What follows belongs to an exercise in optimizing a design on an open flow for small area, a short achievable clock period and few clock cycles per item; a production flow would make more cautious choices.
At most, simulation tests tie the RTL to the original design; equivalence was not proved.
No functional check of the RTL was part of runs 5 and 6.
Power is estimated from default activity; no workload was simulated.

## config.mk

```make
export PLATFORM = sky130hd
export DESIGN_NAME = wfg_divcalc
export DESIGN_NICKNAME = wfg_divcalc
export VERILOG_FILES = /design/flow/design.v
export SDC_FILE = /design/flow/constraint.sdc
export NUM_CORES = 4
export LEC_CHECK = 0
export CAP_MARGIN = 20
export CORE_MARGIN = 2
export CORE_UTILIZATION = 40
export PLACE_DENSITY = 0.6
export SLEW_MARGIN = 20
```

## design.v

```verilog
module wfg_divcalc (
    input  wire        clk,
    input  wire        rst,         
    input  wire        start,       
    input  wire [31:0] sysclk_hz,   
    input  wire [31:0] freq,        
    input  wire [31:0] len,         
    output wire        ready,
    output reg         done,        
    output wire [31:0] divider
);
    reg        mul;         
    reg        div;         
    reg        rdy;         
    reg  [5:0] count;       
    reg        nleft;       
    reg [31:0] xq;          
    reg [31:0] r;           
    reg        fovf;        
    reg        big;         
    reg [31:0] l;           
    reg [31:0] d;           
    assign ready   = rdy;
    assign divider = {xq[23:0], 8'h00};
    wire [31:0] sum;
    wire        sum_c;
    skl_add #(.W(32)) u_mul (.a(d), .b(r), .cin(1'b0), .s(sum), .cout(sum_c));
    wire        ovf_nxt = l[0] & (fovf | sum_c);
    wire        mul_end = (l[31:1] == 31'd0);
    wire        x1      = nleft & xq[31];
    wire [32:0] trial   = {r, x1};
    wire [32:0] diff;
    wire        q_bit;   
    skl_add #(.W(33)) u_div (.a(trial), .b(~{1'b0, d}), .cin(1'b1), .s(diff), .cout(q_bit));
    wire [31:0] r_step  = q_bit ? diff[31:0] : trial[31:0];
    wire  [7:0] x8      = nleft ? xq[31:24] : 8'h00;
    wire [31:0] lo8;
    wire        ge8;     
    skl_add #(.W(32)) u_cmp (.a({r[23:0], x8}), .b(~d), .cin(1'b1), .s(lo8), .cout(ge8));
    wire        skip    = ~ge8 && (r[31:24] == 8'd0) && (count >= 6'd16 || count == 6'd8);
    wire        hi_zero = (xq == 32'd0);    
    wire        clamp   = big | ((count == 6'd8) & hi_zero);
    wire  [5:0] cnt_m1  = count - 6'd1;
    wire  [5:0] cnt_m8  = count - 6'd8;
    wire  [5:0] cnt_nxt = skip ? cnt_m8 : cnt_m1;
    wire        last    = clamp | (count == 6'd1) | ((count == 6'd8) & skip);
    wire idle = ~mul & ~div;
    reg  mul_n, div_n, done_n;
    always @* begin
        mul_n  = mul;
        div_n  = div;
        done_n = 1'b0;
        if (idle) begin
            mul_n = start;
        end else if (mul) begin
            if (big) begin
                mul_n  = 1'b0;
                done_n = 1'b1;
            end else if (mul_end) begin
                mul_n  = 1'b0;
                div_n  = 1'b1;
            end
        end else if (last) begin
            div_n  = 1'b0;
            done_n = 1'b1;
        end
    end
    always @(posedge clk) begin
        if (rst) begin
            mul  <= 1'b0;
            div  <= 1'b0;
            rdy  <= 1'b1;
            done <= 1'b0;
        end else begin
            mul  <= mul_n;
            div  <= div_n;
            rdy  <= ~mul_n & ~div_n;
            done <= done_n;
        end
    end
    always @(posedge clk) begin
        if (idle) begin
            xq    <= sysclk_hz;
            r     <= freq;
            l     <= len;
            d     <= 32'd0;
            fovf  <= 1'b0;
            big   <= 1'b0;
            count <= 6'd40;
            nleft <= 1'b1;
        end else if (mul) begin
            r    <= mul_end ? 32'd0 : {r[30:0], 1'b0};
            l    <= {1'b0, l[31:1]};
            if (big) begin
                xq[23:0] <= 24'h000100;
            end else begin
                if (l[0]) d <= sum;
                fovf <= fovf | r[31];
                big  <= ovf_nxt;
            end
        end else begin
            r <= skip ? {r[23:0], x8} : r_step;
            l <= {1'b0, l[31:1]};
            if (clamp) begin
                xq[23:0] <= 24'h000100;
            end else begin
                count <= cnt_nxt;
                nleft <= skip ? (count > 6'd16) : (count > 6'd9);
                xq    <= skip ? {xq[23:0], 8'h00} : {xq[30:0], q_bit};
            end
        end
    end
endmodule
module skl_add #(parameter integer W = 32) (
    input  wire [W-1:0] a,
    input  wire [W-1:0] b,
    input  wire         cin,
    output wire [W-1:0] s,
    output wire         cout
);
    localparam integer N = W + 1;               
    localparam integer L = (N <= 2) ? 1 : (N <= 4) ? 2 : (N <= 8) ? 3 : (N <= 16) ? 4 : (N <= 32) ? 5 : 6;
    wire [N-1:0] g [0:L];
    wire [N-1:0] p [0:L];
    assign g[0] = {a & b, cin};
    assign p[0] = {a ^ b, 1'b0};
    genvar k, i;
    generate
        for (k = 0; k < L; k = k + 1) begin : lvl
            for (i = 0; i < N; i = i + 1) begin : pos
                if ((i >> k) & 1) begin : comb
                    localparam integer J = ((i >> k) << k) - 1;
                    assign g[k+1][i] = g[k][i] | (p[k][i] & g[k][J]);
                    assign p[k+1][i] = p[k][i] & p[k][J];
                end else begin : pass
                    assign g[k+1][i] = g[k][i];
                    assign p[k+1][i] = p[k][i];
                end
            end
        end
    endgenerate
    assign s    = p[0][W:1] ^ g[L][W-1:0];
    assign cout = g[L][W];
endmodule
```

## constraint.sdc

```tcl
create_clock -name core_clock -period 10.0 [get_ports {clk}]
set_input_delay 2.0000 -clock core_clock [delete_from_list [all_inputs] [get_ports {clk}]]
set_output_delay 2.0000 -clock core_clock [all_outputs]
set_load 0.01 [all_outputs]
```

## flow/run.sh

```bash
#!/bin/bash
# Layout flow: the standard flow, with two changes to how the layout is
# made (the constraints, the clock period and the synthesis are unchanged):
#  - the port buffers are buf_4 cells instead of the resizer's default pick
#  - the slow delay cells are not used as repair buffers
# Each tool's full output goes to a log file in this folder.
set -euo pipefail

# the platform's don't-use list, plus the delay cells
DU="sky130_fd_sc_hd__probe_p_8 sky130_fd_sc_hd__probec_p_8 sky130_fd_sc_hd__lpflow_bleeder_1 sky130_fd_sc_hd__lpflow_clkbufkapwr_1 sky130_fd_sc_hd__lpflow_clkbufkapwr_16 sky130_fd_sc_hd__lpflow_clkbufkapwr_2 sky130_fd_sc_hd__lpflow_clkbufkapwr_4 sky130_fd_sc_hd__lpflow_clkbufkapwr_8 sky130_fd_sc_hd__lpflow_clkinvkapwr_1 sky130_fd_sc_hd__lpflow_clkinvkapwr_16 sky130_fd_sc_hd__lpflow_clkinvkapwr_2 sky130_fd_sc_hd__lpflow_clkinvkapwr_4 sky130_fd_sc_hd__lpflow_clkinvkapwr_8 sky130_fd_sc_hd__lpflow_decapkapwr_12 sky130_fd_sc_hd__lpflow_decapkapwr_3 sky130_fd_sc_hd__lpflow_decapkapwr_4 sky130_fd_sc_hd__lpflow_decapkapwr_6 sky130_fd_sc_hd__lpflow_decapkapwr_8 sky130_fd_sc_hd__lpflow_inputiso0n_1 sky130_fd_sc_hd__lpflow_inputiso0p_1 sky130_fd_sc_hd__lpflow_inputiso1n_1 sky130_fd_sc_hd__lpflow_inputiso1p_1 sky130_fd_sc_hd__lpflow_inputisolatch_1 sky130_fd_sc_hd__lpflow_isobufsrc_1 sky130_fd_sc_hd__lpflow_isobufsrc_16 sky130_fd_sc_hd__lpflow_isobufsrc_2 sky130_fd_sc_hd__lpflow_isobufsrc_4 sky130_fd_sc_hd__lpflow_isobufsrc_8 sky130_fd_sc_hd__lpflow_isobufsrckapwr_16 sky130_fd_sc_hd__lpflow_lsbuf_lh_hl_isowell_tap_1 sky130_fd_sc_hd__lpflow_lsbuf_lh_hl_isowell_tap_2 sky130_fd_sc_hd__lpflow_lsbuf_lh_hl_isowell_tap_4 sky130_fd_sc_hd__lpflow_lsbuf_lh_isowell_4 sky130_fd_sc_hd__lpflow_lsbuf_lh_isowell_tap_1 sky130_fd_sc_hd__lpflow_lsbuf_lh_isowell_tap_2 sky130_fd_sc_hd__lpflow_lsbuf_lh_isowell_tap_4"
DU="$DU sky130_fd_sc_hd__clkdlybuf4s15_1 sky130_fd_sc_hd__clkdlybuf4s15_2 sky130_fd_sc_hd__clkdlybuf4s18_1 sky130_fd_sc_hd__clkdlybuf4s18_2 sky130_fd_sc_hd__clkdlybuf4s25_1 sky130_fd_sc_hd__clkdlybuf4s25_2 sky130_fd_sc_hd__clkdlybuf4s50_1 sky130_fd_sc_hd__clkdlybuf4s50_2 sky130_fd_sc_hd__dlygate4sd1_1 sky130_fd_sc_hd__dlygate4sd2_1 sky130_fd_sc_hd__dlygate4sd3_1 sky130_fd_sc_hd__dlymetal6s2s_1 sky130_fd_sc_hd__dlymetal6s4s_1 sky130_fd_sc_hd__dlymetal6s6s_1"

# the standard synthesis, unchanged
bash standard.sh synth > synth.log 2>&1

# floorplan to final layout
bash standard.sh "DONT_USE_CELLS=$DU" "BUFFER_PORTS_ARGS=-buffer_cell sky130_fd_sc_hd__buf_4" finish > layout.log 2>&1
```

## standard.sh

```bash
#!/bin/bash
# synth_recipe.tcl (not shown) runs the flow's synth.tcl, then flattens the netlist and writes it again
# the make line also repeats each setting of config.mk as NAME=value (left out here)
make -C /OpenROAD-flow-scripts/flow DESIGN_CONFIG=/design/flow/config.mk WORK_HOME=/design/flow/orfs CLKGATE_MAP_FILE= SYNTH_SCRIPT=/design/flow/synth_recipe.tcl "${@:-finish}"
```

==> results.txt, run 1 <==
Max-Cap Viols - 0
H-tree levels - 4
CTS Buf Count - 17
Yosys top cell by area - dfxtp_1
register area share after synthesis - 31.4%
P&R area growth vs syn - 15.7%
Crit Reg-Reg Endpoint - r[15]
Die Y - 162 µm
Pleak - 4.95 nW
final WL - 30100 µm
# nets final - 1487
Slowest-stage cell, CP - or2_2
R2R setup slack - 6.12 ns
Wirelength per Cell - 18.6 µm
Iter 0 DRT Violations - 743
register share of total power - 36.8%
n_diodes - 0
layout cells sized above 1 - 14.7%
max incr delay on CP - 0.70 ns
Die X - 162 µm
ys flop type - dfxtp_1
Crit path required time - 10.35 ns
first-pass GRT wire length - 47300 µm
CTS sink count - 141
aggregate global routing overflow - 0
cts repair resizes - 0
Final Critical Period - 3.88 ns
clk latency of the worst-skew pair - 0.44 ns
Layout Utilization - 47.3%
iteration count of the initial detailed-routing pass - 5
min-delay src - l[28]
Post-DP HPWL - 22400 µm
row cnt - 57
GPL Wtd Cong - 0.918
vias per cell - 5.66
period utilisation layout - 38.8%
Clock transition at path regs - 0.07 ns
CTS root buf - clkbuf_16
unique cell type count in the Yosys netlist - 76
number of synthesized register bits - 141
largest family of logic cells by synthesized area - compound AO/OA/AOI/OAI gates
port buffer count - 124
Fin Setup TNS - 0 ns
Synth Area in Compound Gates - 21.1%
endpoints failing setup - 0
simple-gate share of the synthesized area - 18.4%
total power - 2.00 mW
unrepaired setup endpoints after global routing - no
Starting Density - 40.9%
worst hold path type - reg2reg
CP Cell Sequence - nand2_1 -> ha_1 -> nor2b_1 -> o31ai_1 -> a211oi_2 -> a21oi_2 -> or3_4 -> a21oi_2 -> or2_2 -> mux2i_1 -> a221oi_2
CP Max Fanout - 24
Worst Setup End Kind - register
Residual DRC - 0
Min-Delay Endpoint - l[27]
Netlist Area Pre-Place - 10000 µm²
top-area cell type share of the netlist area - 21.8%
peak supply drop - 0.108 mV
CORE AREA - 24500 µm²
Clk pwr share - 33.2%
worst r2r src - nleft
antenna-violating nets left - 0
post-synthesis mux area share - 3.88%
CP Launch Type - register
gr usage total - 22.9%
EDFF count, synth - 32
number of I/O pins - 133
internal cell power - 1.25 mW
NetSw - 741 µW
combinational cell fraction of total power - 30.1%
Fill cells - 2366
CP most frequent cell - a21oi_2
Worst Hold Path Cells - 2
initial antenna violation count - 0
Slew headroom - 33.9%
Synth Area in XOR/XNOR - 3.68%
Die ar. - 26300 µm²
FF-to-FF path depth - 11
Crit path arrival time - 4.23 ns
Worst-Margin Slew - 0.991 ns
CTS max path bufs - 2
Adder-Cell Fraction of Synth Area - 14.1%
status - timing/DRC/antenna clean
Setup Buffers After CTS - 0
hold_buf cts - 0
final slew viol count - 0
Post-Syn Instances - 1207
sw frac - 37.1%
Setup Skew - 0.0117 ns
Ys Warns - 3
vias in the first global route - 8764
Fmax - 0.258 GHz
largest cells by area after synthesis - dfxtp_1, ha_1, edfxtp_1
CTS tree - built
CP Class - reg2reg
ys async rst share - 0%
PwrDens - 172 nW/µm²
largest net degree at the start of global routing - 65
Mapped Avg Cell Area - 8.28 µm²
Fin. Hold Viols - 0
Vias - 9162
## cell families (layout without fill, tap and decap cells)
family                     Yosys count  in the layout
and+or+nand+nor                    401            401
AOI/OAI and AO/OA                  325            325
buffers and inverters              152            232
DFF                                141            141
adders and majority gates          107            107
xor gates and xnor gates            42             42
muxes                               38             38
other                                1              8
## stage by stage
stage / hold slack (ns) / setup WS [ns] / cells / area, µm²
2_1_floorplan: 0.414 / 6.97 / 1214 / 10000
3_3_place_gp: 0.428 / 6.05 / 1584 / 10900
3_5_place_dp: 0.432 / 5.86 / 1584 / 10900
4_1_cts: 0.439 / 5.83 / 1616 / 11500
5_1_grt: 0.452 / 5.87 / 1618 / 11600
6_report: 0.439 / 6.12 / 1618 / 11600
## sequential cells by signal, summed over array words and instances, names as in the netlist
name,count
l,32
done,1
rdy,1
div,1
count,6
fovf,1
nleft,1
big,1
r,32
mul,1
d,32
xq,32
## power by group through the flow
stage | Combinational [mW] | Clock, mW | Sequential (mW)
after floorplan | 0.451 | 0 | 0.709
after global placement | 0.584 | 0 | 0.744
after detailed placement | 0.587 | 0 | 0.745
after CTS | 0.592 | 0.669 | 0.733
after global routing | 0.667 | 0.697 | 0.742
final | 0.600 | 0.662 | 0.734
## critical path, delay by kind of cell, from the launching register on
kind                       cells  cell delay, ns
muxes                          1            0.18
and+or+nand+nor                4            1.45
DFF                            1            0.47
adders and majority gates      1            0.24
AOI/OAI and AO/OA              5            1.44
## layer usage
| metal | up-vias | global-route usage [%] | share of wire, % |
|---|---|---|---|
| met1 | 4343 | 30.6 | 45 |
| met5 | - | 0 | 0 |
| li1 | 4456 | - | - |
| met3 | 64 | 4.11 | 5.9 |
| met4 | 0 | 8.93 | 2.8 |
| met2 | 299 | 36.9 | 46 |
## how the worst max path moves through the flow
stage	start	end	slack, ns
2_1_floorplan	r[5]	d[31]	6.97
3_3_place_gp	nleft	r[15]	6.05
3_5_place_dp	nleft	r[15]	5.86
4_1_cts	nleft	r[15]	5.83
5_1_grt	nleft	r[4]	5.87
6_report	nleft	r[15]	6.12
## cells in the mapped netlist (all sizes together), types with 23 or more instances
cell	count
a21oi	85
buf	50
clkbuf	34
dfxtp	109
edfxtp	32
ha	98
inv	68
mux2i	32
nand2	208
nand3	23
nor2	59
o21ai	98
xnor2	25
## area by class of cell
cell class	instances	area (µm²)	area share, %
Clock buffer	17	425	3.68
Sequential cell	141	3140	27.2
Inverter	68	255	2.21
Timing Repair Buffer	132	998	8.63
Tap cell	324	405	3.50
Clock inverter	15	186	1.61
Multi-Input combinational cell	921	6150	53.2
## cell usage in the layout, fill, tap and decap left out, drive strengths merged, types with 10 or more instances in the layout
master / count
dfxtp: 109
xnor2: 25
clkbuf: 18
mux2i: 32
a21oi: 85
o21ai: 98
edfxtp: 32
nand2: 208
o31ai: 11
nand3: 23
a31oi: 13
nand4: 10
a222oi: 12
inv: 78
a211oi: 12
buf: 131
nor3: 19
nor4: 19
ha: 98
xor2: 17
and2: 11
nor2: 59
a21o: 20
Testbench counts, summed over its fixed seeds: cycles 30,693, items 1,024.
==> run 2, diff against run 1 <==
--- a/flow/run.sh
+++ b/flow/run.sh
@@ -4,4 +4,5 @@
 #  - the port buffers are buf_4 cells instead of the resizer's default pick
 #  - the slow delay cells are not used as repair buffers
+#  - timing repair aims for 7.0 ns of setup slack, i.e. paths of at most 3.0 ns
 # Each tool's full output goes to a log file in this folder.
 set -euo pipefail
@@ -15,3 +16,3 @@
 
 # floorplan to final layout
-bash standard.sh "DONT_USE_CELLS=$DU" "BUFFER_PORTS_ARGS=-buffer_cell sky130_fd_sc_hd__buf_4" finish > layout.log 2>&1
+bash standard.sh "DONT_USE_CELLS=$DU" "BUFFER_PORTS_ARGS=-buffer_cell sky130_fd_sc_hd__buf_4" SETUP_SLACK_MARGIN=7.0 finish > layout.log 2>&1
==> results.txt, run 2 <==
PwrDens - 168 nW/µm² (was 172 nW/µm²)
CORE AREA - 24500 µm² (unchanged)
hold_buf cts - 0 (unchanged)
CP Class - reg2reg (unchanged)
Die X - 162 µm (unchanged)
largest net degree at the start of global routing - 106 (was 65)
CTS Buf Count - 17 (unchanged)
Worst Setup End Kind - register (unchanged)
most common cell after layout, fill and taps aside - nand2_1 (unchanged)
setup ws final - 6.89 ns (was 6.12 ns)
Worst-Margin Slew - 1.09 ns (was 0.991 ns)
Yosys top cell by area - dfxtp_1 (unchanged)
unrepaired setup endpoints after global routing - yes (was no)
final slew viol count - 0 (unchanged)
CP Max Fanout - 2 (was 24)
Worst Hold Path Cells - 2 (unchanged)
register area share after synthesis - 31.4% (unchanged)
Setup Skew - 0.0149 ns (was 0.0117 ns)
Crit path arrival time - 3.46 ns (was 4.23 ns)
Fill cells - 2328 (was 2366)
CTS root buf - clkbuf_16 (unchanged)
clk latency of the worst-skew pair - 0.43 ns (was 0.44 ns)
CP delay by family, top - compound AO/OA/AOI/OAI gates (was simple AND/OR/NAND/NOR gates)
n_diodes - 0 (unchanged)
Mapped Avg Cell Area - 8.28 µm² (unchanged)
largest cells by area after synthesis - dfxtp_1, ha_1, edfxtp_1 (unchanged)
aggregate global routing overflow - 0 (unchanged)
fin cells - 1678 (was 1618)
Starting Density - 40.9% (unchanged)
Post-DP HPWL - 22300 µm (was 22400 µm)
peak supply drop - 0.128 mV (was 0.108 mV)
Post-Syn Instances - 1207 (unchanged)
unique cell type count in the Yosys netlist - 76 (unchanged)
Iter 0 DRT Violations - 729 (was 743)
# nets final - 1547 (was 1487)
EDFF count, synth - 32 (unchanged)
Fmax - 0.322 GHz (was 0.258 GHz)
endpoints failing setup - 0 (unchanged)
Fin Setup TNS - 0 ns (unchanged)
Slowest-stage cell, CP - fa_2 (was or2_2)
row cnt - 57 (unchanged)
pre-CTS WS - 6.06 ns (was 5.86 ns)
Wirelength per Cell - 18.9 µm (was 18.6 µm)
FF-to-FF path depth - 13 (was 11)
Slew headroom - 27.2% (was 33.9%)
gr usage total - 24.0% (was 22.9%)
Crit path required time - 10.35 ns (about the same)
Die ar. - 26300 µm² (unchanged)
top-area cell type share of the netlist area - 21.8% (unchanged)
period utilisation layout - 31.1% (was 38.8%)
Fin. Hold Viols - 0 (unchanged)
CTS sink count - 141 (unchanged)
worst hold path type - reg2reg (unchanged)
ys async rst share - 0% (unchanged)
vias per cell - 5.67 (was 5.66)
Clock transition at path regs - 0.07 ns (about the same)
max incr delay on CP - 0.52 ns (was 0.70 ns)
ys flop type - dfxtp_1 (unchanged)
final WL - 31800 µm (was 30100 µm)
number of I/O pins - 133 (unchanged)
initial antenna violation count - 0 (unchanged)
vias in the first global route - 9200 (was 8764)
commonest cells in the netlist - nand2_1, dfxtp_1, ha_1 (unchanged)
layout cells sized above 1 - 21.1% (was 14.7%)
CP Cell Sequence - ha_4 -> a21o_1 -> nand4_1 -> a41oi_2 -> a221o_2 -> a311oi_4 -> o31ai_2 -> and2_4 -> o21ai_2 -> nand2b_1 -> fa_2 -> nand2_1 -> a21oi_1 (was nand2_1 -> ha_1 -> nor2b_1 -> o31ai_1 -> a211oi_2 -> a21oi_2 -> or3_4 -> a21oi_2 -> or2_2 -> mux2i_1 -> a221oi_2)
Critical Path Stages - 13 (was 11)
CTS tree - built (unchanged)
Final Critical Period - 3.11 ns (was 3.88 ns)
Residual DRC - 0 (unchanged)
port buffer count - 124 (unchanged)
Pleak - 5.19 nW (was 4.95 nW)
Layout Utilization - 50.8% (was 47.3%)
WP buf/inv - 0 (unchanged)
GPL Wtd Cong - 0.894 (was 0.918)
number of synthesized register bits - 141 (unchanged)
count leader, synth - nand2_1 (unchanged)
CP Launch Type - register (unchanged)
Ys Warns - 3 (unchanged)
iteration count of the initial detailed-routing pass - 5 (unchanged)
status - timing/DRC/antenna clean (unchanged)
Die Y - 162 µm (unchanged)
P&R area growth vs syn - 24.3% (was 15.7%)
Max-Cap Viols - 0 (unchanged)
Netlist Area Pre-Place - 10000 µm² (unchanged)
highest-count cells in the layout ignoring fill and taps - nand2_1, buf_4, ha_1, dfxtp_1, a21oi_1 (was nand2_1, buf_4, dfxtp_1, ha_1, a21oi_1)
Placed Cells - 1584 (unchanged)
CTS max path bufs - 2 (unchanged)
antenna-violating nets left - 0 (unchanged)
first-pass GRT wire length - 49400 µm (was 47300 µm)
Vias - 9509 (was 9162)
H-tree levels - 4 (unchanged)
run 2: cell count changes in the layout (fill, tap and decap cells not counted), sizes merged:
| cell | before | now |
|---|---|---|
| clkbuf | 18 | 20 |
| or2 | 6 | 7 |
| clkinv | 5 | 3 |
| bufinv | 0 | 1 |
| o211a | 3 | 6 |
| buf | 131 | 186 |
run 2: cell type report:
cell class	instances	area [µm²]	area share, %
multi-input combinational	925	6590	53.0
inverter	68	258	2.07
timing repair buffer	188	1380	11.1
clock buffer	18	450	3.62
tap	324	405	3.26
clock inverter	14	161	1.30
sequential	141	3190	25.7
run 2: cells by family (layout without fill, tap and decap cells):
family | Yosys count | count (layout) | synth area share, %
simple gates | 401 | 402 | 18.4
compound gates | 325 | 328 | 21.1
buf+inv | 152 | 288 | 7.40
flops | 141 | 141 | 31.4
fa+ha+maj | 107 | 107 | 14.1
xor+xnor | 42 | 42 | 3.68
mux | 38 | 38 | 3.88
other cells | 1 | 8 | 0.0375
run 2: power by group:
| group | leakage, nW | internal, mW | switching (mW) |
|---|---|---|---|
| logic | 3.65 | 0.310 | 0.379 |
| registers | 1.24 | 0.653 | 0.0790 |
| clock network | 0.302 | 0.372 | 0.296 |
| total | 5.19 | 1.34 | 0.754 |
run 2: path summary, 6_finish.rpt:
| path | from | slack [ns] | endpoint |
|---|---|---|---|
| max | r[1] | 6.89 | d[31] |
| min | l[5] | 0.44 | l[4] |
| max reg2reg | r[1] | 6.89 | d[31] |
| min reg2reg | l[5] | 0.44 | l[4] |
run 2: timing repair:
item,CTS,global route
buffers inserted,46,12
gates cloned,3,1
endpoints found under the setup margin,103,117
pin swaps,17,18
resized for setup,79,63
run 2: worst register-to-register path: stages, from the launching register on:
cell	delay (ns)
dfxtp_4	0.36
ha_4	0.23
a21o_1	0.16
nand4_1	0.12
a41oi_2	0.14
a221o_2	0.46
a311oi_4	0.35
o31ai_2	0.14
and2_4	0.18
o21ai_2	0.10
nand2b_1	0.08
fa_2	0.52
nand2_1	0.05
a21oi_1	0.13
run 2: routing by layer:
metal	GRT usage (%)	vias up	wire length, µm
met3	3.93	52	1910
met4	7.36	0	686
li1	-	4584	-
met2	39.6	340	15100
met5	0	-	0
met1	32.1	4533	14100
run 2: metrics by stage:
step / total power [mW] / area (µm²) / hold slack (ns)
2_1_floorplan: 1.16 / 10000 / 0.414
3_3_place_gp: 1.33 / 10900 / 0.429
3_5_place_dp: 1.33 / 10900 / 0.429
4_1_cts: 2.05 / 12100 / 0.439
5_1_grt: 2.21 / 12400 / 0.445
6_report: 2.09 / 12400 / 0.441
==> run 3, diff against run 2 <==
--- a/flow/run.sh
+++ b/flow/run.sh
@@ -2,5 +2,5 @@
 # Layout flow: the standard flow, with two changes to how the layout is
 # made (the constraints, the clock period and the synthesis are unchanged):
-#  - the port buffers are buf_4 cells instead of the resizer's default pick
+#  - the port buffers start as buf_1 cells instead of the resizer's default pick
 #  - the slow delay cells are not used as repair buffers
 #  - timing repair aims for 7.0 ns of setup slack, i.e. paths of at most 3.0 ns
@@ -16,3 +16,3 @@
 
 # floorplan to final layout
-bash standard.sh "DONT_USE_CELLS=$DU" "BUFFER_PORTS_ARGS=-buffer_cell sky130_fd_sc_hd__buf_4" SETUP_SLACK_MARGIN=7.0 finish > layout.log 2>&1
+bash standard.sh "DONT_USE_CELLS=$DU" "BUFFER_PORTS_ARGS=-buffer_cell sky130_fd_sc_hd__buf_1" SETUP_SLACK_MARGIN=7.0 finish > layout.log 2>&1
==> results.txt, run 3 <==
Fin Setup TNS - 0 ns (unchanged)
Netlist Area Pre-Place - 10000 µm² (unchanged)
row cnt - 57 (unchanged)
vias in the first global route - 9405 (was 9200)
CTS Buf Count - 17 (unchanged)
top-area cell type share of the netlist area - 21.8% (unchanged)
Layout Utilization - 50.2% (was 50.8%)
Slowest-stage cell, CP - a221o_2 (was fa_2)
status - timing/DRC/antenna clean (unchanged)
Crit path arrival time - 3.70 ns (was 3.46 ns)
Mapped Avg Cell Area - 8.28 µm² (unchanged)
largest net degree at the start of global routing - 111 (was 106)
clk latency of the worst-skew pair - 0.44 ns (was 0.43 ns)
initial antenna violation count - 0 (unchanged)
CTS tree - built (unchanged)
layout cells sized above 1 - 17.1% (was 21.1%)
setup ws final - 6.61 ns (was 6.89 ns)
most crowded layer after global routing - met2 (unchanged)
Clock transition at path regs - 0.07 ns (about the same)
PwrDens - 169 nW/µm² (was 168 nW/µm²)
aggregate global routing overflow - 0 (unchanged)
Die X - 162 µm (unchanged)
endpoints failing setup - 0 (unchanged)
Slew headroom - 32.7% (was 27.2%)
Worst-Margin Slew - 1.01 ns (was 1.09 ns)
Wirelength per Cell - 19.1 µm (was 18.9 µm)
commonest cells in the netlist - nand2_1, dfxtp_1, ha_1 (unchanged)
antenna-violating nets left - 0 (unchanged)
Die ar. - 26300 µm² (unchanged)
# nets final - 1588 (was 1547)
CTS max path bufs - 2 (unchanged)
highest-count cells in the layout ignoring fill and taps - nand2_1, buf_1, ha_1, a21oi_1, dfxtp_1 (was nand2_1, buf_4, ha_1, dfxtp_1, a21oi_1)
final WL - 32800 µm (was 31800 µm)
hold_ws - 0.445 ns (was 0.441 ns)
first-pass GRT wire length - 49700 µm (was 49400 µm)
largest cells by area after synthesis - dfxtp_1, ha_1, edfxtp_1 (unchanged)
Fin. Hold Viols - 0 (unchanged)
GR Layer Usage met3 - 4.65% (was 3.93%)
max incr delay on CP - 0.47 ns (was 0.52 ns)
Fill cells - 2331 (was 2328)
Die Y - 162 µm (unchanged)
CP Max Fanout - 7 (was 2)
design area - 12300 µm² (was 12400 µm²)
total power - 2.08 mW (was 2.09 mW)
Post-DP HPWL - 22000 µm (was 22300 µm)
Max-Cap Viols - 0 (unchanged)
Setup Skew - 0.0145 ns (was 0.0149 ns)
gr usage total - 24.1% (was 24.0%)
ys flop type - dfxtp_1 (unchanged)
CP Launch Type - register (unchanged)
Starting Density - 40.9% (unchanged)
ys async rst share - 0% (unchanged)
P&R area growth vs syn - 22.8% (was 24.3%)
port buffer count - 124 (unchanged)
Crit path required time - 10.31 ns (was 10.35 ns)
CP most frequent cell - buf_1
Residual DRC - 0 (unchanged)
area post-placement - 10400 µm² (was 10900 µm²)
Placed Cells - 1584 (unchanged)
period utilisation layout - 33.9% (was 31.1%)
Pleak - 4.90 nW (was 5.19 nW)
worst hold path type - reg2reg (unchanged)
Worst Setup End Kind - register (unchanged)
EDFF count, synth - 32 (unchanged)
iteration count of the initial detailed-routing pass - 6 (was 5)
most common cell after layout, fill and taps aside - nand2_1 (unchanged)
Vias - 9784 (was 9509)
met2 GRT Util - 39.5% (was 39.6%)
CP Cell Sequence - ha_1 -> nand3_1 -> a41oi_2 -> a221o_2 -> a311oi_4 -> o31ai_2 -> buf_2 -> buf_1 -> buf_1 -> buf_1 -> buf_1 -> buf_1 -> buf_1 -> buf_1 -> buf_2 -> buf_2 -> buf_1 -> nor2_1 -> o31ai_1 (was ha_4 -> a21o_1 -> nand4_1 -> a41oi_2 -> a221o_2 -> a311oi_4 -> o31ai_2 -> and2_4 -> o21ai_2 -> nand2b_1 -> fa_2 -> nand2_1 -> a21oi_1)
count leader, synth - nand2_1 (unchanged)
peak supply drop - 0.100 mV (was 0.128 mV)
Ys Warns - 3 (unchanged)
Fmax - 0.295 GHz (was 0.322 GHz)
Post-Syn Instances - 1207 (unchanged)
GPL Wtd Cong - 0.883 (was 0.894)
CORE AREA - 24500 µm² (unchanged)
number of I/O pins - 133 (unchanged)
pre-CTS WS - 5.97 ns (was 6.06 ns)
CTS sink count - 141 (unchanged)
fin cells - 1719 (was 1678)
number of synthesized register bits - 141 (unchanged)
unrepaired setup endpoints after global routing - yes (unchanged)
unique cell type count in the Yosys netlist - 76 (unchanged)
vias per cell - 5.69 (was 5.67)
Iter 0 DRT Violations - 805 (was 729)
met1 usage - 32.0% (was 32.1%)
Yosys top cell by area - dfxtp_1 (unchanged)
Final Critical Period - 3.39 ns (was 3.11 ns)
CTS root buf - clkbuf_16 (unchanged)
hold_buf cts - 0 (unchanged)
final slew viol count - 0 (unchanged)
n_diodes - 0 (unchanged)
register area share after synthesis - 31.4% (unchanged)
CP Class - reg2reg (unchanged)
H-tree levels - 4 (unchanged)
-- run 3: worst max-delay path, delay by kind of cell (launching register included) --
family / cells / cell delay [ns]
AND/OR/NAND/NOR: 2 / 0.23
adder cells (fa/ha/maj): 1 / 0.28
flip-flops: 1 / 0.46
buffers and inverters: 11 / 1.06
AO/OA/AOI/OAI: 5 / 1.23
-- run 3: repair_timing --
| action | 4_1_cts | 5_1_grt |
|---|---|---|
| buffers inserted | 67 | 29 |
| endpoints found under the setup margin | 107 | 98 |
| pin swaps | 21 | 38 |
| resized for setup | 72 | 132 |
| cloned | 3 | 4 |
-- run 3: kinds of logic (layout without fill, tap and decap cells) --
family	after synthesis	after routing	share of synthesized area (%)
simple gates	401	403	18.4
compound gates	325	330	21.1
buf+inv	152	326	7.40
flops	141	141	31.4
fa+ha+maj	107	107	14.1
xor+xnor	42	42	3.68
mux	38	38	3.88
other cells	1	8	0.0375
-- run 3: path summary, 6_finish.rpt --
path | slack [ns] | endpoint | cells after the start | from
max | 6.61 | d[29] | 19 | r[3]
min | 0.44 | l[4] | 2 | l[5]
max reg2reg | 6.61 | d[29] | 19 | r[3]
min reg2reg | 0.44 | l[4] | 2 | l[5]
-- run 3: power breakdown --
group | internal [mW] | switching [mW] | total (mW) | leakage (nW)
Clock | 0.340 | 0.312 | 0.652 | 0.298
Combinational | 0.296 | 0.397 | 0.693 | 3.36
Sequential | 0.653 | 0.0783 | 0.731 | 1.25
-- run 3: cell type report --
class / count / area, µm² / area share (%)
flip-flops and latches: 141 / 3210 / 26.1
clock buffers: 17 / 425 / 3.47
clock inverters: 15 / 184 / 1.50
inverters: 68 / 258 / 2.10
repair buffers: 226 / 1030 / 8.37
well taps: 324 / 405 / 3.30
multi-input cells: 928 / 6770 / 55.1
-- run 3: layer usage --
layer	vias to the layer above	routed length, µm
met5	-	0
met4	0	909
met3	74	2170
met2	345	15500
met1	4689	14200
li1	4676	-
==> run 4, diff against run 3 <==
--- a/flow/run.sh
+++ b/flow/run.sh
@@ -2,7 +2,7 @@
 # Layout flow: the standard flow, with two changes to how the layout is
 # made (the constraints, the clock period and the synthesis are unchanged):
-#  - the port buffers start as buf_1 cells instead of the resizer's default pick
+#  - the port buffers are buf_4 cells instead of the resizer's default pick
 #  - the slow delay cells are not used as repair buffers
-#  - timing repair aims for 7.0 ns of setup slack, i.e. paths of at most 3.0 ns
+#  - timing repair aims for 6.7 ns of setup slack, i.e. paths of at most 3.3 ns
 # Each tool's full output goes to a log file in this folder.
 set -euo pipefail
@@ -16,3 +16,3 @@
 
 # floorplan to final layout
-bash standard.sh "DONT_USE_CELLS=$DU" "BUFFER_PORTS_ARGS=-buffer_cell sky130_fd_sc_hd__buf_1" SETUP_SLACK_MARGIN=7.0 finish > layout.log 2>&1
+bash standard.sh "DONT_USE_CELLS=$DU" "BUFFER_PORTS_ARGS=-buffer_cell sky130_fd_sc_hd__buf_4" SETUP_SLACK_MARGIN=6.7 finish > layout.log 2>&1
==> results.txt, run 4 <==
Worst Setup End Kind - register (unchanged)
Slew headroom - 33.3% (was 32.7%)
Yosys top cell by area - dfxtp_1 (unchanged)
layout cells sized above 1 - 19.6% (was 17.1%)
Die ar. - 26300 µm² (unchanged)
Top Layer Used - met4 (unchanged)
ys async rst share - 0% (unchanged)
top-area cell type share of the netlist area - 21.8% (unchanged)
worst hold path type - reg2reg (unchanged)
CTS tree - built (unchanged)
Die X - 162 µm (unchanged)
Starting Density - 40.9% (unchanged)
initial antenna violation count - 0 (unchanged)
Fmax - 0.301 GHz (was 0.295 GHz)
Crit path required time - 10.36 ns (was 10.31 ns)
max incr delay on CP - 0.39 ns (was 0.47 ns)
status - timing/DRC/antenna clean (unchanged)
met3 WL post-DR - 1910 µm (was 2170 µm)
Crit path arrival time - 3.68 ns (was 3.70 ns)
CP Class - reg2reg (unchanged)
count leader, synth - nand2_1 (unchanged)
routed wl met2 - 14700 µm (was 15500 µm)
n_diodes - 0 (unchanged)
Pleak - 5.12 nW (was 4.90 nW)
Vias - 9375 (was 9784)
register area share after synthesis - 31.4% (unchanged)
period utilisation layout - 33.2% (was 33.9%)
design area - 12100 µm² (was 12300 µm²)
Ys Warns - 3 (unchanged)
pre-CTS WS - 5.86 ns (was 5.97 ns)
Clock transition at path regs - 0.08 ns (was 0.07 ns)
# nets final - 1527 (was 1588)
CORE AREA - 24500 µm² (unchanged)
met1 WL - 14100 µm (was 14200 µm)
port buffer count - 124 (unchanged)
clk latency of the worst-skew pair - 0.45 ns (was 0.44 ns)
Setup Skew - 0.0150 ns (was 0.0145 ns)
CTS root buf - clkbuf_16 (unchanged)
highest-count cells in the layout ignoring fill and taps - nand2_1, buf_4, dfxtp_1, ha_1, a21oi_1 (was nand2_1, buf_1, ha_1, a21oi_1, dfxtp_1)
CP delay by family, top - buffers and inverters (was compound AO/OA/AOI/OAI gates)
number of synthesized register bits - 141 (unchanged)
Die Y - 162 µm (unchanged)
WP buf/inv - 10 (was 11)
H-tree levels - 4 (unchanged)
Layout Utilization - 49.5% (was 50.2%)
CP Cell Sequence - ha_2 -> o21a_1 -> o21ai_0 -> or3_4 -> nor3b_4 -> a311oi_4 -> o31ai_4 -> buf_1 -> buf_1 -> buf_1 -> buf_1 -> buf_1 -> buf_1 -> buf_1 -> buf_1 -> buf_1 -> buf_1 -> nor2_1 -> o31ai_1 (was ha_1 -> nand3_1 -> a41oi_2 -> a221o_2 -> a311oi_4 -> o31ai_2 -> buf_2 -> buf_1 -> buf_1 -> buf_1 -> buf_1 -> buf_1 -> buf_1 -> buf_1 -> buf_2 -> buf_2 -> buf_1 -> nor2_1 -> o31ai_1)
area post-placement - 10900 µm² (was 10400 µm²)
Residual DRC - 0 (unchanged)
final slew viol count - 0 (unchanged)
Final Critical Period - 3.32 ns (was 3.39 ns)
Fin Setup TNS - 0 ns (unchanged)
vias per cell - 5.65 (was 5.69)
most common cell after layout, fill and taps aside - nand2_1 (unchanged)
row cnt - 57 (unchanged)
final WL - 31700 µm (was 32800 µm)
largest net degree at the start of global routing - 65 (was 111)
unique cell type count in the Yosys netlist - 76 (unchanged)
number of I/O pins - 133 (unchanged)
Iter 0 DRT Violations - 717 (was 805)
antenna-violating nets left - 0 (unchanged)
Slowest-stage cell, CP - or3_4 (was a221o_2)
Fill cells - 2325 (was 2331)
peak supply drop - 0.112 mV (was 0.100 mV)
PwrDens - 169 nW/µm² (about the same)
EDFF count, synth - 32 (unchanged)
setup ws final - 6.68 ns (was 6.61 ns)
largest cells by area after synthesis - dfxtp_1, ha_1, edfxtp_1 (unchanged)
R2R setup slack - 6.68 ns (was 6.61 ns)
first-pass GRT wire length - 48800 µm (was 49700 µm)
CP Launch Type - register (unchanged)
CTS Buf Count - 17 (unchanged)
Post-DP HPWL - 22400 µm (was 22000 µm)
Worst-Margin Slew - 0.999 ns (was 1.01 ns)
commonest cells in the netlist - nand2_1, dfxtp_1, ha_1 (unchanged)
Netlist Area Pre-Place - 10000 µm² (unchanged)
gr usage total - 23.7% (was 24.1%)
CTS sink count - 141 (unchanged)
hold_ws - 0.434 ns (was 0.445 ns)
fin cells - 1658 (was 1719)
unrepaired setup endpoints after global routing - yes (unchanged)
endpoints failing setup - 0 (unchanged)
aggregate global routing overflow - 0 (unchanged)
Wirelength per Cell - 19.1 µm (about the same)
Fin. Hold Viols - 0 (unchanged)
ys flop type - dfxtp_1 (unchanged)
Max-Cap Viols - 0 (unchanged)
hold_buf cts - 0 (unchanged)
total power - 2.04 mW (was 2.08 mW)
CTS max path bufs - 2 (unchanged)
P&R area growth vs syn - 21.1% (was 22.8%)
vias in the first global route - 9009 (was 9405)
CP Max Fanout - 5 (was 7)
CP most frequent cell - buf_1 (unchanged)
Placed Cells - 1584 (unchanged)
Mapped Avg Cell Area - 8.28 µm² (unchanged)
Post-Syn Instances - 1207 (unchanged)
iteration count of the initial detailed-routing pass - 7 (was 6)
GPL Wtd Cong - 0.918 (was 0.883)
run 4: path summary, 6_finish.rpt:
kind / from / to / cells past startpoint
max reg2reg: r[17] / d[29] / 19
max: r[17] / d[29] / 19
min reg2reg: l[24] / l[23] / 2
min: l[24] / l[23] / 2
run 4: cell type report:
class	instances	area, µm²	share of cell area [%]
clock buffer	17	425	3.51
clock inverter	15	186	1.54
inverter	68	255	2.11
multi-input combinational	925	6460	53.3
sequential	141	3180	26.2
tap	324	405	3.35
timing repair buffer	168	1200	9.94
run 4: routing by layer:
metal | global-route usage (%) | vias up
met5 | 0 | -
met4 | 9.81 | 0
met3 | 4.70 | 66
met2 | 38.4 | 297
met1 | 31.0 | 4466
li1 | - | 4546
run 4: what timing repair did:
item,4_1_cts,5_1_grt
endpoints found under the setup margin,45,48
pin swaps,7,15
cloned,3,1
setup buffers,20,15
resized for setup,26,48
run 4: worst register-to-register path, delay by kind of cell, from the launching register on:
family | cells | cell delay, ns
buffers and inverters | 10 | 1.00
AOI/OAI and AO/OA | 5 | 0.82
and+or+nand+nor | 3 | 0.70
DFF | 1 | 0.36
adders and majority gates | 1 | 0.36
run 4: cell families (layout without fill, tap and decap cells):
kind of cell,Yosys count,in the layout,share of synthesized area (%)
AO/OA/AOI/OAI,325,327,21.1
XOR/XNOR,42,42,3.68
adder cells (fa/ha/maj),107,107,14.1
buffers and inverters,152,268,7.40
flip-flops,141,141,31.4
multiplexers,38,38,3.88
other,1,8,0.0375
AND/OR/NAND/NOR,401,403,18.4
run 4: where the power goes:
| part | switching [mW] | internal, mW |
|---|---|---|
| clock | 0.321 | 0.342 |
| sequential | 0.0851 | 0.652 |
| combinational | 0.359 | 0.284 |
==> run 5, diff against run 4 <==
==> design.v (replaced) <==
module wfg_divcalc (
    input  wire        clk,
    input  wire        rst,         
    input  wire        start,       
    input  wire [31:0] sysclk_hz,   
    input  wire [31:0] freq,        
    input  wire [31:0] len,         
    output wire        ready,
    output reg         done,        
    output wire [31:0] divider
);
    reg        a_full;      
    reg        a_fin;       
    reg [31:0] an;          
    reg [31:0] af;          
    reg        afovf;       
    reg [31:0] al;          
    reg [31:0] acc;         
    reg        abig;        
    reg        b_busy;
    reg  [5:0] count;       
    reg        nleft;       
    reg [31:0] xq;          
    reg [31:0] r;           
    reg [31:0] d;           
    reg        bbig;        
    reg        rdy;         
    wire take   = a_full & a_fin & ~b_busy;    
    wire a_free = ~a_full | take;              
    assign ready   = rdy;
    assign divider = {xq[23:0], 8'h00};
    wire [31:0] sum;
    wire        sum_c;
    skl_add #(.W(32)) u_mul (.a(acc), .b(af & {32{al[0]}}), .cin(1'b0), .s(sum), .cout(sum_c));
    wire        ovf_nxt = (al[0] & afovf) | sum_c;
    wire        mul_end = (al[31:1] == 31'd0);
    wire        x1      = nleft & xq[31];
    wire [32:0] trial   = {r, x1};
    wire [32:0] diff;
    wire        q_bit;   
    skl_add #(.W(33)) u_div (.a(trial), .b(~{1'b0, d}), .cin(1'b1), .s(diff), .cout(q_bit));
    wire [31:0] r_step  = q_bit ? diff[31:0] : trial[31:0];
    wire  [7:0] x8      = nleft ? xq[31:24] : 8'h00;
    wire [31:0] lo8;
    wire        ge8;     
    skl_add #(.W(32)) u_cmp (.a({r[23:0], x8}), .b(~d), .cin(1'b1), .s(lo8), .cout(ge8));
    wire        skip    = ~ge8 && (r[31:24] == 8'd0) && (count >= 6'd16 || count == 6'd8);
    wire        hi_zero = (xq == 32'd0);    
    wire        clamp   = bbig | ((count == 6'd8) & hi_zero);
    wire  [5:0] cnt_m1  = count - 6'd1;
    wire  [5:0] cnt_m8  = count - 6'd8;
    wire  [5:0] cnt_nxt = skip ? cnt_m8 : cnt_m1;
    wire        last    = clamp | (count == 6'd1) | ((count == 6'd8) & skip);
    wire a_full_n = a_free ? start : a_full;
    wire a_fin_n  = a_free ? 1'b0 : (a_fin | ovf_nxt | mul_end);
    wire b_busy_n = take | (b_busy & ~last);
    always @(posedge clk) begin
        if (rst) begin
            a_full <= 1'b0;
            a_fin  <= 1'b0;
            b_busy <= 1'b0;
            rdy    <= 1'b1;
            done   <= 1'b0;
        end else begin
            a_full <= a_full_n;
            a_fin  <= a_fin_n;
            b_busy <= b_busy_n;
            rdy    <= ~a_full_n | (a_fin_n & ~b_busy_n);
            done   <= b_busy & last;
        end
    end
    always @(posedge clk) begin
        if (a_free) begin
            an    <= sysclk_hz;
            af    <= freq;
            al    <= len;
            acc   <= 32'd0;
            afovf <= 1'b0;
            abig  <= 1'b0;
        end else begin
            af    <= {af[30:0], 1'b0};
            al    <= {1'b0, al[31:1]};
            if (!a_fin) begin
                acc   <= sum;
                afovf <= afovf | af[31];
                abig  <= ovf_nxt;
            end
        end
    end
    always @(posedge clk) begin
        if (take) begin
            xq    <= an;
            r     <= 32'd0;
            d     <= acc;
            bbig  <= abig;
            count <= 6'd40;
            nleft <= 1'b1;
        end else begin
            r     <= skip ? {r[23:0], x8} : r_step;
            count <= cnt_nxt;
            nleft <= skip ? (count > 6'd16) : (count > 6'd9);
            if (clamp)
                xq[23:0] <= 24'h000100;
            else
                xq <= skip ? {xq[23:0], 8'h00} : {xq[30:0], q_bit};
        end
    end
endmodule
module skl_add #(parameter integer W = 32) (
    input  wire [W-1:0] a,
    input  wire [W-1:0] b,
    input  wire         cin,
    output wire [W-1:0] s,
    output wire         cout
);
    localparam integer N = W + 1;               
    localparam integer L = (N <= 2) ? 1 : (N <= 4) ? 2 : (N <= 8) ? 3 : (N <= 16) ? 4 : (N <= 32) ? 5 : 6;
    wire [N-1:0] g [0:L];
    wire [N-1:0] p [0:L];
    assign g[0] = {a & b, cin};
    assign p[0] = {a ^ b, 1'b0};
    genvar k, i;
    generate
        for (k = 0; k < L; k = k + 1) begin : lvl
            for (i = 0; i < N; i = i + 1) begin : pos
                if ((i >> k) & 1) begin : comb
                    localparam integer J = ((i >> k) << k) - 1;
                    assign g[k+1][i] = g[k][i] | (p[k][i] & g[k][J]);
                    assign p[k+1][i] = p[k][i] & p[k][J];
                end else begin : pass
                    assign g[k+1][i] = g[k][i];
                    assign p[k+1][i] = p[k][i];
                end
            end
        end
    endgenerate
    assign s    = p[0][W:1] ^ g[L][W-1:0];
    assign cout = g[L][W];
endmodule
--- a/flow/run.sh
+++ b/flow/run.sh
@@ -4,5 +4,5 @@
 #  - the port buffers are buf_4 cells instead of the resizer's default pick
 #  - the slow delay cells are not used as repair buffers
-#  - timing repair aims for 6.7 ns of setup slack, i.e. paths of at most 3.3 ns
+#  - timing repair aims for 7.0 ns of setup slack, i.e. paths of at most 3.0 ns
 # Each tool's full output goes to a log file in this folder.
 set -euo pipefail
@@ -16,3 +16,3 @@
 
 # floorplan to final layout
-bash standard.sh "DONT_USE_CELLS=$DU" "BUFFER_PORTS_ARGS=-buffer_cell sky130_fd_sc_hd__buf_4" SETUP_SLACK_MARGIN=6.7 finish > layout.log 2>&1
+bash standard.sh "DONT_USE_CELLS=$DU" "BUFFER_PORTS_ARGS=-buffer_cell sky130_fd_sc_hd__buf_4" SETUP_SLACK_MARGIN=7.0 finish > layout.log 2>&1
==> results.txt, run 5 <==
PwrDens - 221 nW/µm² (was 169 nW/µm²)
n_diodes - 0 (unchanged)
highest-count cells in the layout ignoring fill and taps - nand2_1, dfxtp_1, buf_4, buf_1, ha_1 (was nand2_1, buf_4, dfxtp_1, ha_1, a21oi_1)
number of synthesized register bits - 239 (was 141)
internal cell power - 2.32 mW (was 1.28 mW)
endpoints failing setup - 0 (unchanged)
Residual DRC - 0 (unchanged)
Mapped Avg Cell Area - 9.17 µm² (was 8.28 µm²)
CP delay by family, top - buffers and inverters (unchanged)
sw frac - 34.1% (was 37.5%)
Clock transition at path regs - 0.06 ns (was 0.08 ns)
iteration count of the initial detailed-routing pass - 6 (was 7)
layout cells sized above 1 - 23.1% (was 19.6%)
Worst Setup End Kind - register (unchanged)
port buffer count - 124 (unchanged)
Clk pwr share - 28.6% (was 32.5%)
unique cell type count in the Yosys netlist - 74 (was 76)
Iter 0 DRT Violations - 591 (was 717)
final slew viol count - 0 (unchanged)
Fin. Hold Viols - 0 (unchanged)
unrepaired setup endpoints after global routing - yes (unchanged)
largest cells by area after synthesis - dfxtp_1, edfxtp_1, ha_1 (was dfxtp_1, ha_1, edfxtp_1)
CP Launch Point - al[0] (was r[17])
Fmax - 0.265 GHz (was 0.301 GHz)
clk latency of the worst-skew pair - 0.55 ns (was 0.45 ns)
top-area cell type share of the netlist area - 26.9% (was 21.8%)
peak supply drop - 0.122 mV (was 0.112 mV)
worst r2r src - al[0] (was r[17])
Wirelength per Cell - 16.6 µm (was 19.1 µm)
ys flop type - dfxtp_1 (unchanged)
status - timing/DRC/antenna clean (unchanged)
P&R area growth vs syn - 28.7% (was 21.1%)
Final Critical Period - 3.77 ns (was 3.32 ns)
Starting Density - 40.6% (was 40.9%)
gr usage total - 19.1% (was 23.7%)
Crit path required time - 10.40 ns (was 10.36 ns)
fin cells - 1985 (was 1658)
Crit path arrival time - 4.16 ns (was 3.68 ns)
CORE AREA - 30500 µm² (was 24500 µm²)
CTS Buf Count - 27 (was 17)
Setup Skew - 0.0131 ns (was 0.0150 ns)
Die Y - 180 µm (was 162 µm)
Netlist Area Pre-Place - 12400 µm² (was 10000 µm²)
GPL Wtd Cong - 0.860 (was 0.918)
WP buf/inv - 19 (was 10)
max incr delay on CP - 0.35 ns (was 0.39 ns)
CTS max path bufs - 3 (was 2)
CP Class - reg2reg (unchanged)
Max-Cap Viols - 0 (unchanged)
worst hold path type - reg2reg (unchanged)
final WL - 32900 µm (was 31700 µm)
vias per cell - 5.19 (was 5.65)
Vias - 10300 (was 9375)
Yosys top cell by area - dfxtp_1 (unchanged)
Die X - 180 µm (was 162 µm)
count leader, synth - nand2_1 (unchanged)
Worst-Margin Slew - 0.922 ns (was 0.999 ns)
CP Launch Type - register (unchanged)
Die ar. - 32400 µm² (was 26300 µm²)
CTS sink count - 239 (was 141)
aggregate global routing overflow - 0 (unchanged)
CTS root buf - clkbuf_16 (unchanged)
first-pass GRT wire length - 51400 µm (was 48800 µm)
vias in the first global route - 10100 (was 9009)
CTS tree - built (unchanged)
register share of total power - 37.7% (was 36.1%)
number of I/O pins - 133 (unchanged)
Fin Setup TNS - 0 ns (unchanged)
Ys Warns - 3 (unchanged)
commonest cells in the netlist - nand2_1, dfxtp_1, ha_1 (unchanged)
EDFF count, synth - 73 (was 32)
Pleak - 7.14 nW (was 5.12 nW)
CP most frequent cell - buf_1 (unchanged)
combinational cell fraction of total power - 33.6% (was 31.5%)
row cnt - 64 (was 57)
antenna-violating nets left - 0 (unchanged)
period utilisation layout - 37.7% (was 33.2%)
hold_buf cts - 0 (unchanged)
NetSw - 1.20 mW (was 765 µW)
register area share after synthesis - 44.6% (was 31.4%)
CP Max Fanout - 5 (unchanged)
min-delay src - af[12] (was l[24])
Slowest-stage cell, CP - dfxtp_4 (was or3_4)
Fill cells - 2769 (was 2325)
initial antenna violation count - 0 (unchanged)
largest net degree at the start of global routing - 104 (was 65)
most common cell after layout, fill and taps aside - nand2_1 (unchanged)
Post-DP HPWL - 21900 µm (was 22400 µm)
Slew headroom - 37.7% (was 33.3%)
H-tree levels - 1 (was 4)
Placed Cells - 1798 (was 1584)
Post-Syn Instances - 1349 (was 1207)
ys async rst share - 0% (unchanged)
# nets final - 1774 (was 1527)
-- run 5: through the flow --
stage,setup slack (ns),total power [mW],hold WS (ns),cell area (µm²),util (%)
after floorplan,6.70,2.10,0.407,12500,-
after global placement,6.22,2.34,0.423,13500,44.3
after detailed placement,6.17,2.36,0.427,13500,44.3
after CTS,6.58,3.44,0.436,15300,50.1
after global routing,6.08,3.75,0.453,15900,52.2
final,6.23,3.53,0.434,15900,52.2
-- run 5: cells by family (layout without fill, tap and decap cells) --
group                    Yosys count  count (layout)  synth area share, %
AND/OR/NAND/NOR                  513             513                 18.4
AO/OA/AOI/OAI                    269             271                 14.3
flip-flops                       239             239                 44.6
buffers and inverters            142             373                 5.56
adder cells (fa/ha/maj)          107             107                 11.4
XOR/XNOR                          46              46                 3.26
multiplexers                      32              32                 2.61
other                              1               8               0.0303
-- run 5: power groups by stage --
stage	combinational, mW	clock, mW	sequential [mW]
2_1_floorplan	0.838	0	1.27
3_3_place_gp	0.990	0	1.35
3_5_place_dp	1.01	0	1.35
4_1_cts	1.09	1.03	1.32
5_1_grt	1.33	1.07	1.35
6_report	1.19	1.01	1.33
-- run 5: timing repair --
action                     4_1_cts  5_1_grt
setup endpoints to repair      158       86
setup buffers                   88       44
cloned                           1        4
pin swaps                       27       39
gates resized for setup        141       91
-- run 5: area by class of cell --
type	count	area (µm²)	share of cell area [%]
clock inverter	15	190	1.19
clock buffer	35	716	4.49
multi-input combinational	977	6920	43.4
sequential	239	5600	35.2
timing repair buffer	266	1790	11.2
inverter	57	221	1.39
tap	396	495	3.11
-- run 5: path summary, 6_finish.rpt --
kind / end / slack [ns] / depth (start not counted)
max reg2reg: acc[22] / 6.23 / 28
min: af[13] / 0.43 / 2
max: acc[22] / 6.23 / 28
min reg2reg: af[13] / 0.43 / 2
-- run 5: tightest hold or removal path: cells and delay by family (launching register included) --
kind,cells,cell delay [ns]
AND/OR/NAND/NOR,2,0.09
flip-flops,1,0.31
-- run 5: layer usage --
| metal | GRT usage, % | up-vias | routed length (µm) |
|---|---|---|---|
| met4 | 4.62 | 0 | 520 |
| met1 | 25.6 | 4874 | 14800 |
| li1 | - | 5138 | - |
| met2 | 32.9 | 250 | 16000 |
| met5 | 0 | - | 0 |
| met3 | 2.49 | 44 | 1570 |
==> run 6, diff against run 5 <==
--- a/design.v
+++ b/design.v
@@ -21,4 +21,5 @@
     reg  [5:0] count;       
     reg        nleft;       
+    reg        n2left;      
     reg [31:0] xq;          
     reg [31:0] r;           
@@ -36,9 +37,16 @@
     wire        mul_end = (al[31:1] == 31'd0);
     wire        x1      = nleft & xq[31];
-    wire [32:0] trial   = {r, x1};
-    wire [32:0] diff;
-    wire        q_bit;   
-    skl_add #(.W(33)) u_div (.a(trial), .b(~{1'b0, d}), .cin(1'b1), .s(diff), .cout(q_bit));
-    wire [31:0] r_step  = q_bit ? diff[31:0] : trial[31:0];
+    wire        x2      = n2left & xq[30];
+    wire [32:0] t1      = {r, x1};
+    wire [32:0] s1;
+    wire        q1;      
+    skl_add #(.W(33)) u_div1 (.a(t1), .b(~{1'b0, d}), .cin(1'b1), .s(s1), .cout(q1));
+    wire [33:0] t2      = {r, x1, x2};
+    wire [33:0] s2;
+    wire        q2;      
+    skl_add #(.W(34)) u_div2 (.a(t2), .b(~{2'b00, d}), .cin(1'b1), .s(s2), .cout(q2));
+    wire        room2   = (count >= 6'd10) || (count >= 6'd2 && count <= 6'd8);
+    wire        two     = ~q1 & room2;
+    wire [31:0] r_two   = q2 ? s2[31:0] : t2[31:0];
     wire  [7:0] x8      = nleft ? xq[31:24] : 8'h00;
     wire [31:0] lo8;
@@ -49,7 +57,8 @@
     wire        clamp   = bbig | ((count == 6'd8) & hi_zero);
     wire  [5:0] cnt_m1  = count - 6'd1;
+    wire  [5:0] cnt_m2  = count - 6'd2;
     wire  [5:0] cnt_m8  = count - 6'd8;
-    wire  [5:0] cnt_nxt = skip ? cnt_m8 : cnt_m1;
-    wire        last    = clamp | (count == 6'd1) | ((count == 6'd8) & skip);
+    wire  [5:0] cnt_nxt = skip ? cnt_m8 : two ? cnt_m2 : cnt_m1;
+    wire        last    = clamp | (count == 6'd1) | ((count == 6'd2) & ~q1) | ((count == 6'd8) & skip);
     wire a_full_n = a_free ? start : a_full;
     wire a_fin_n  = a_free ? 1'b0 : (a_fin | ovf_nxt | mul_end);
@@ -96,12 +105,14 @@
             count <= 6'd40;
             nleft <= 1'b1;
+            n2left <= 1'b1;
         end else begin
-            r     <= skip ? {r[23:0], x8} : r_step;
-            count <= cnt_nxt;
-            nleft <= skip ? (count > 6'd16) : (count > 6'd9);
+            r      <= skip ? {r[23:0], x8} : two ? r_two : q1 ? s1[31:0] : t1[31:0];
+            count  <= cnt_nxt;
+            nleft  <= (cnt_nxt > 6'd8);
+            n2left <= (cnt_nxt > 6'd9);
             if (clamp)
                 xq[23:0] <= 24'h000100;
             else
-                xq <= skip ? {xq[23:0], 8'h00} : {xq[30:0], q_bit};
+                xq <= skip ? {xq[23:0], 8'h00} : two ? {xq[29:0], 1'b0, q2} : {xq[30:0], q1};
         end
     end
==> results.txt, run 6 <==
status - timing/DRC/antenna clean (unchanged)
Worst-Margin Slew - 0.872 ns (was 0.922 ns)
CTS tree - built (unchanged)
Worst Hold Path Cells - 0 (was 2)
Post-Syn Instances - 1669 (was 1349)
Yosys top cell by area - dfxtp_1 (unchanged)
CTS root buf - clkbuf_16 (unchanged)
Min-Delay Endpoint - bbig (was af[13])
largest net degree at the start of global routing - 75 (was 104)
vias per cell - 5.84 (was 5.19)
unrepaired setup endpoints after global routing - yes (unchanged)
antenna-violating nets left - 0 (unchanged)
most common cell after layout, fill and taps aside - buf_1 (was nand2_1)
GPL Wtd Cong - 0.909 (was 0.860)
peak supply drop - 0.170 mV (was 0.122 mV)
first-pass GRT wire length - 77900 µm (was 51400 µm)
Worst Setup End Kind - register (unchanged)
unique cell type count in the Yosys netlist - 81 (was 74)
hold_buf cts - 0 (unchanged)
worst r2r src - d[1] (was al[0])
Fin. Hold Viols - 0 (unchanged)
register share of total power - 24.1% (was 37.7%)
Pleak - 8.75 nW (was 7.14 nW)
Starting Density - 40.4% (was 40.6%)
CTS Buf Count - 28 (was 27)
Crit path arrival time - 4.01 ns (was 4.16 ns)
Residual DRC - 0 (unchanged)
Die Y - 199 µm (was 180 µm)
Clk pwr share - 17.4% (was 28.6%)
Clock transition at path regs - 0.07 ns (was 0.06 ns)
number of synthesized register bits - 240 (was 239)
R2R setup slack - 6.44 ns (was 6.23 ns)
Multi-input gate area - 10800 µm² (was 6920 µm²)
number of I/O pins - 133 (unchanged)
Final Critical Period - 3.56 ns (was 3.77 ns)
initial antenna violation count - 0 (unchanged)
largest cells by area after synthesis - dfxtp_1, edfxtp_1, ha_1 (unchanged)
Mapped Avg Cell Area - 9.07 µm² (was 9.17 µm²)
iteration count of the initial detailed-routing pass - 6 (unchanged)
Wirelength per Cell - 20.4 µm (was 16.6 µm)
CP Launch Type - register (unchanged)
EDFF count, synth - 73 (unchanged)
Setup Skew - 0.0271 ns (was 0.0131 ns)
Netlist Area Pre-Place - 15100 µm² (was 12400 µm²)
commonest cells in the netlist - dfxtp_1, nand2_1, ha_1 (was nand2_1, dfxtp_1, ha_1)
Die X - 199 µm (was 180 µm)
Fmax - 0.281 GHz (was 0.265 GHz)
CTS sink count - 240 (was 239)
final slew viol count - 0 (unchanged)
# nets final - 2269 (was 1774)
register area share after synthesis - 36.5% (was 44.6%)
highest-count cells in the layout ignoring fill and taps - buf_1, nand2_1, dfxtp_1, buf_4, ha_1 (was nand2_1, dfxtp_1, buf_4, buf_1, ha_1)
port buffer count - 124 (unchanged)
Vias - 14900 (was 10300)
Die ar. - 39400 µm² (was 32400 µm²)
row cnt - 71 (was 64)
aggregate global routing overflow - 0 (unchanged)
endpoints failing setup - 0 (unchanged)
Ys Warns - 4 (was 3)
PwrDens - 290 nW/µm² (was 221 nW/µm²)
top-area cell type share of the netlist area - 22.1% (was 26.9%)
internal cell power - 3.53 mW (was 2.32 mW)
NetSw - 2.64 mW (was 1.20 mW)
period utilisation layout - 35.6% (was 37.7%)
worst hold path type - reg2reg (unchanged)
n_diodes - 0 (unchanged)
Iter 0 DRT Violations - 1396 (was 591)
Max-Cap Viols - 0 (unchanged)
ys flop type - dfxtp_1 (unchanged)
Crit path required time - 10.46 ns (was 10.40 ns)
Crit Reg-Reg Endpoint - r[2] (was acc[22])
CTS max path bufs - 3 (unchanged)
P&R area growth vs syn - 40.4% (was 28.7%)
CP Class - reg2reg (unchanged)
sw frac - 42.8% (was 34.1%)
Layout Utilization - 56.7% (was 52.2%)
pre-CTS WS - 5.40 ns (was 6.17 ns)
ys async rst share - 0% (unchanged)
FF+latch area - 5680 µm² (was 5600 µm²)
hold_ws - 0.435 ns (was 0.434 ns)
vias in the first global route - 14300 (was 10100)
min-delay src - abig (was af[12])
Slew headroom - 41.8% (was 37.7%)
layout cells sized above 1 - 36.4% (was 23.1%)
gr usage total - 24.9% (was 19.1%)
FF-to-FF path depth - 27 (was 28)
combinational cell fraction of total power - 58.5% (was 33.6%)
setup ws final - 6.44 ns (was 6.23 ns)
clk latency of the worst-skew pair - 0.57 ns (was 0.55 ns)
H-tree levels - 1 (unchanged)
Post-DP HPWL - 31800 µm (was 21900 µm)
Fill cells - 3179 (was 2769)
CP Max Fanout - 2 (was 5)
Fin Setup TNS - 0 ns (unchanged)
final WL - 52100 µm (was 32900 µm)
CORE AREA - 37500 µm² (was 30500 µm²)
[run 6: metal layers]
layer,track usage (%),up-vias,wire length [µm]
met5,0,-,0
met4,10.8,0,2610
met3,4.41,204,4560
met2,40.4,813,24000
met1,32.6,7058,21000
li1,-,6835,-
[run 6: logic make-up after synthesis]
group / share of synthesized area, %
flip-flops: 36.5
AND/OR/NAND/NOR: 16.7
AO/OA/AOI/OAI: 18.9
other: 0.0248
multiplexers: 6.15
XOR/XNOR: 3.30
adder cells (fa/ha/maj): 12.9
buffers and inverters: 5.50
[run 6: layout make-up]
| type | count | share of cell area [%] |
|---|---|---|
| inverters | 71 | 1.26 |
| flip-flops and latches | 240 | 26.7 |
| repair buffers | 412 | 13.8 |
| well taps | 511 | 3.01 |
| clock buffers | 39 | 3.98 |
| multi-input cells | 1269 | 50.6 |
| clock inverters | 13 | 0.676 |
[run 6: timing repair]
action / 4_1_cts / 5_1_grt
pin swaps: 124 / 123
setup buffers: 205 / 64
endpoints found under the setup margin: 142 / 145
resized for setup: 448 / 251
gates cloned: 13 / 3
[run 6: worst max-delay path by stage]
stage	end	slack, ns	from
2_1_floorplan	acc[31]	6.84	al[0]
3_3_place_gp	nleft	5.56	r[3]
3_5_place_dp	nleft	5.40	r[3]
4_1_cts	acc[31]	6.60	al[0]
5_1_grt	r[2]	6.33	d[1]
6_report	r[2]	6.44	d[1]
[run 6: per-stage QoR]
step | total power, mW | std cells | cell area [µm²]
after floorplan | 3.10 | 1676 | 15300
after global placement | 3.65 | 2218 | 16400
after detailed placement | 3.68 | 2218 | 16400
after CTS | 5.62 | 2488 | 20000
after global routing | 6.47 | 2555 | 21300
final | 6.17 | 2555 | 21300
[run 6: critical path, cell delays in order, from the launching register on]
cell	delay, ns
edfxtp_1	0.43
buf_1	0.12
buf_1	0.10
buf_2	0.13
buf_1	0.09
clkbuf_2	0.12
buf_1	0.09
buf_1	0.09
buf_1	0.08
buf_1	0.08
buf_1	0.08
buf_1	0.08
buf_2	0.11
clkbuf_2	0.10
buf_1	0.09
buf_1	0.09
buf_1	0.08
buf_1	0.08
buf_1	0.08
buf_1	0.09
buf_1	0.08
buf_1	0.08
clkbuf_2	0.11
fa_2	0.33
xor2_1	0.17
a21oi_1	0.08
a211oi_1	0.27
nor2_1	0.10
[run 6: power by group through the flow]
stage,registers [mW],logic [mW],clock network [mW]
floorplan,1.34,1.76,0
detailed placement,1.45,2.23,0
global placement,1.44,2.21,0
global route,1.50,3.83,1.13
CTS,1.45,3.07,1.09
finish,1.49,3.61,1.07

[separate check: timing with driven ports]
In the flow no input, the clock included, has a driving cell. The finished layouts below were timed again as built, in two steps.
Step 1 assumes that a clkbuf_16 drives the clock port and a buf_2 every other input.
Step 2 times the ports against the registers' clock, not the clock port: input delays grow and output delays shrink by t, the midpoint of the rising clock arrivals with the driver on.
Three values: ideal ports, drivers, drivers and shift; two values: the first two.
run | t, ns | slack for setup (ns) | worst hold slack (ns) | clock arrival spread, ns | slew at the worst register clock pin (ns)
run 1 | 0.487 | 6.121 / 6.121 / 6.121 | 0.439 / 0.439 / 0.439 | 0.011 / 0.012 | 0.08 / 0.08
run 2 | 0.475 | 6.894 / 6.894 / 6.894 | 0.441 / 0.441 / 0.441 | 0.015 / 0.014 | 0.07 / 0.07
run 3 | 0.483 | 6.609 / 6.609 / 6.609 | 0.445 / 0.445 / 0.445 | 0.015 / 0.014 | 0.08 / 0.08
run 4 | 0.489 | 6.681 / 6.681 / 6.681 | 0.434 / 0.434 / 0.434 | 0.015 / 0.015 | 0.08 / 0.08
run 5 | 0.589 | 6.232 / 6.232 / 6.232 | 0.434 / 0.434 / 0.434 | 0.013 / 0.013 | 0.06 / 0.06
run 6 | 0.615 | 6.442 / 6.442 / 6.442 | 0.435 / 0.435 / 0.435 | 0.027 / 0.027 | 0.07 / 0.07
After both steps every run listed still meets setup and hold.
